From an optimization exercise on the open Yosys and OpenROAD flow, aimed at small area, a short achievable clock period and few clock cycles per item; shortcuts taken in it are not production practice.
The RTL was checked by simulation tests, not by an equivalence proof against the original design.

try-willow:
==> flow/design.v (excerpt) <==
module b85_codec (
    input  wire        clk,
    input  wire        rst,         
    input  wire        in_valid,
    output wire        in_ready,
    input  wire        in_mode,     
    input  wire [39:0] in_data,
    output wire        out_valid,
    input  wire        out_ready,
    output wire [39:0] out_data,
    output wire [1:0]  out_err
);
Size: roughly 1,700 cells after synthesis, roughly 180 flip-flops, ~89 I/O pins, ~19,000 um2 of cells after synthesis.
export LEC_CHECK = 0
export CAP_MARGIN = 20
export CORE_MARGIN = 2
export CORE_UTILIZATION = 65
export SLEW_MARGIN = 20
export SYNTH_HIERARCHICAL = 1
create_clock -name core_clock -period 30.0 [get_ports {clk}]
standard.sh (not shown) runs the stock make flow with config.mk's settings and CLKGATE_MAP_FILE= SYNTH_SCRIPT=/design/flow/synth_recipe.tcl, a recipe that flattens the netlist after the stock synthesis.
==> flow/flow/run.sh <==
#!/bin/bash
# Own layout flow: the standard layout (standard.sh) unchanged, except that the
# resizer's timing repair keeps a setup margin (so it also speeds up paths that already
# meet the 30 ns clock) and the ports get buf_2 buffers instead of the resizer's choice.
# The clock, the constraints and the synthesis are the standard ones.
set -euo pipefail
export SETUP_SLACK_MARGIN=22.5
export TNS_END_PERCENT=100
export BUFFER_PORTS_ARGS="-buffer_cell sky130_fd_sc_hd__buf_2"
bash standard.sh > standard.log 2>&1
try-willow: done, clean on timing, DRC and antenna
Testbench counts of try-willow, summed over its fixed seeds: cycles 3,224, items 3,200.
#### Input delta (try-harbor over try-willow)
-- flow/flow/run.sh --
<<< try-willow, line 5
# The clock, the constraints and the synthesis are the standard ones.
set -euo pipefail
export SETUP_SLACK_MARGIN=22.5
export TNS_END_PERCENT=100
export BUFFER_PORTS_ARGS="-buffer_cell sky130_fd_sc_hd__buf_2"
>>> try-harbor, line 5
# The clock, the constraints and the synthesis are the standard ones.
set -euo pipefail
export SETUP_SLACK_MARGIN=23.0
export TNS_END_PERCENT=100
export BUFFER_PORTS_ARGS="-buffer_cell sky130_fd_sc_hd__buf_2"
-- flow/config.mk --
<<< try-willow, line 8
export CAP_MARGIN = 20
export CORE_MARGIN = 2
export CORE_UTILIZATION = 65
export SLEW_MARGIN = 20
export SYNTH_HIERARCHICAL = 1
>>> try-harbor, line 8
export CAP_MARGIN = 20
export CORE_MARGIN = 2
export CORE_UTILIZATION = 75
export SLEW_MARGIN = 20
export SYNTH_HIERARCHICAL = 1
### Flow results
try-willow has higher fraction of area in registers than try-harbor. Summary of the comparison: post-cts repair resize count is higher in try-harbor, relative to try-willow. Cmp try-harbor vs try-willow: worst-case clock skew higher in try-harbor. try-harbor -> try-willow: number of antenna violations at the first check in global routing delta 0, exact match. try-willow has lower met3 wirelength from detailed routing than try-harbor. Looking at delay of the slowest cell on the worst path, try-harbor sits 0.02 ns below try-willow. Compared to try-willow, try-harbor has total wire length 3800 um higher. Via count: try-harbor > try-willow. Going from try-willow to try-harbor, multi-input logic portion of the cell area went down, met1 wire length went down.
For try-juniper, these inputs were changed with respect to try-harbor:
-- flow/config.mk --
<<< try-harbor, line 8
export CAP_MARGIN = 20
export CORE_MARGIN = 2
export CORE_UTILIZATION = 75
export SLEW_MARGIN = 20
export SYNTH_HIERARCHICAL = 1
>>> try-juniper, line 8
export CAP_MARGIN = 20
export CORE_MARGIN = 2
export CORE_UTILIZATION = 65
export SLEW_MARGIN = 20
export SYNTH_HIERARCHICAL = 1
Notes after the runs:
NOTE: register-to-register slack in try-juniper exceeds that of try-harbor. For the layout cell share with drive strength beyond 1, try-juniper came in 0.62 points higher than try-harbor did. out_data[3] as the capturing element of the worst setup path was reported by try-juniper, and out_data[16] by try-harbor.
Input-level comparison between try-maple and try-juniper:
-- flow/flow/run.sh --
<<< try-juniper, line 5
# The clock, the constraints and the synthesis are the standard ones.
set -euo pipefail
export SETUP_SLACK_MARGIN=23.0
export TNS_END_PERCENT=100
export BUFFER_PORTS_ARGS="-buffer_cell sky130_fd_sc_hd__buf_2"
>>> try-maple, line 5
# The clock, the constraints and the synthesis are the standard ones.
set -euo pipefail
export SETUP_SLACK_MARGIN=22.85
export TNS_END_PERCENT=100
export BUFFER_PORTS_ARGS="-buffer_cell sky130_fd_sc_hd__buf_2"
try-maple ran to completion and came out clean on the timing, DRC and antenna checks. Summary of the comparison: minimum setup slack among reg-to-reg paths is lower in try-maple, relative to try-juniper. Routed wire length in try-maple is 0.51% below try-juniper. Changes observed in try-maple relative to try-juniper: sequential share of layout area moved up, final cell count moved down, die area level. The post-route cell area in try-maple sits 220 um2 below the value recorded for try-juniper. [compare] base=try-juniper new=try-maple: wire length of the first global-routing pass level; worst clock skew level.

* * *

b85_codec again, from the RTL that the note above started with.
export LEC_CHECK = 0
export CAP_MARGIN = 20
export CORE_MARGIN = 2
export CORE_UTILIZATION = 65
export SLEW_MARGIN = 20
export SYNTH_HIERARCHICAL = 1
create_clock -name core_clock -period 30.0 [get_ports {clk}]
==> flow/flow/run.sh <==
#!/bin/bash
# Own layout flow: the standard layout (standard.sh) unchanged, except that the
# resizer's timing repair keeps a setup margin (so it also speeds up paths that already
# meet the 30 ns clock) and the ports get buf_2 buffers instead of the resizer's choice.
# The clock, the constraints and the synthesis are the standard ones.
set -euo pipefail
export SETUP_SLACK_MARGIN=22.95
export TNS_END_PERCENT=100
export BUFFER_PORTS_ARGS="-buffer_cell sky130_fd_sc_hd__buf_2"
bash standard.sh > standard.log 2>&1
Testbench counts at the start, summed over its fixed seeds: cycles 3,224, items 3,200.
Edit:
--- a/flow/flow/run.sh
+++ b/flow/flow/run.sh
@@ -7 +7 @@
-export SETUP_SLACK_MARGIN=22.95
+export SETUP_SLACK_MARGIN=22.8
CORE_UTILIZATION = 75   (was 65)
Outcome: Cell area falls by about 0.8%. Fmax hardly moves. First-iteration DRC count grows by about 26%. Routed wire length increases by 8.1%. Cell count decreases by 3.0%. Area after synthesis is unchanged. Clock-buffer cell count drops by 2. Worst setup slack gets better by 0.012 ns.
Edit:
--- a/flow/flow/run.sh
+++ b/flow/flow/run.sh
@@ -7 +7 @@
-export SETUP_SLACK_MARGIN=22.8
+export SETUP_SLACK_MARGIN=0
CORE_UTILIZATION = 65   (was 75)
Final cell count increases by 2.6%; maximum frequency decreases by 0.63%; routed wire length decreases by 7.3%; clock skew decreases by 0.0079 ns.
Edit:
--- a/flow/flow/run.sh
+++ b/flow/flow/run.sh
@@ -7 +7 @@
-export SETUP_SLACK_MARGIN=0
+export SETUP_SLACK_MARGIN=22.8
=>
- wire length decreases slightly
- clock-buffer cell count increases by 3
- worst hold slack degrades by 0.019 ns
- setup slack improves by 0.033 ns
- utilization increases by 0.22 points
- non-clock buffer count increases by 5
- design area increases slightly
- clock skew is about the same

[port drivers added, routing unchanged]
No port has a modelled driver above. Below, the same layouts with a new extraction and two added sets of constraints. Step 1 sets driving cells, clkbuf_16 on the clock port and buf_2 on the other inputs (assumed; they add their load-dependent delay and slew). Step 2 also shifts input and output timing later by t, the mid clock arrival at the registers, as if the neighbouring blocks saw the same clock. Slacks: ideal / step 1 / step 2; pairs: ideal / step 1.
run	shift t [ns]	setup WS [ns]	worst register clock-pin slew, ns
try-willow	0.510	22.980 / 22.924 / 22.781	0.08 / 0.08
try-harbor	0.486	23.023 / 22.971 / 22.761	0.08 / 0.08
try-juniper	0.505	23.012 / 22.958 / 22.763	0.07 / 0.07
try-maple	0.504	23.012 / 22.958 / 22.757	0.07 / 0.07
the first run of note 2	0.504	23.013 / 22.958 / 22.764	0.07 / 0.07
the second run of note 2	0.484	23.025 / 22.972 / 22.758	0.08 / 0.08
the third run of note 2	0.510	22.980 / 22.924 / 22.781	0.08 / 0.08
the fourth run of note 2	0.504	23.013 / 22.959 / 22.764	0.07 / 0.07
After both steps setup and hold are still met in every run listed. The setup slack of the second run of note 2, which loses most, moves by -0.053 ns with the drivers and by -0.267 ns with both steps.
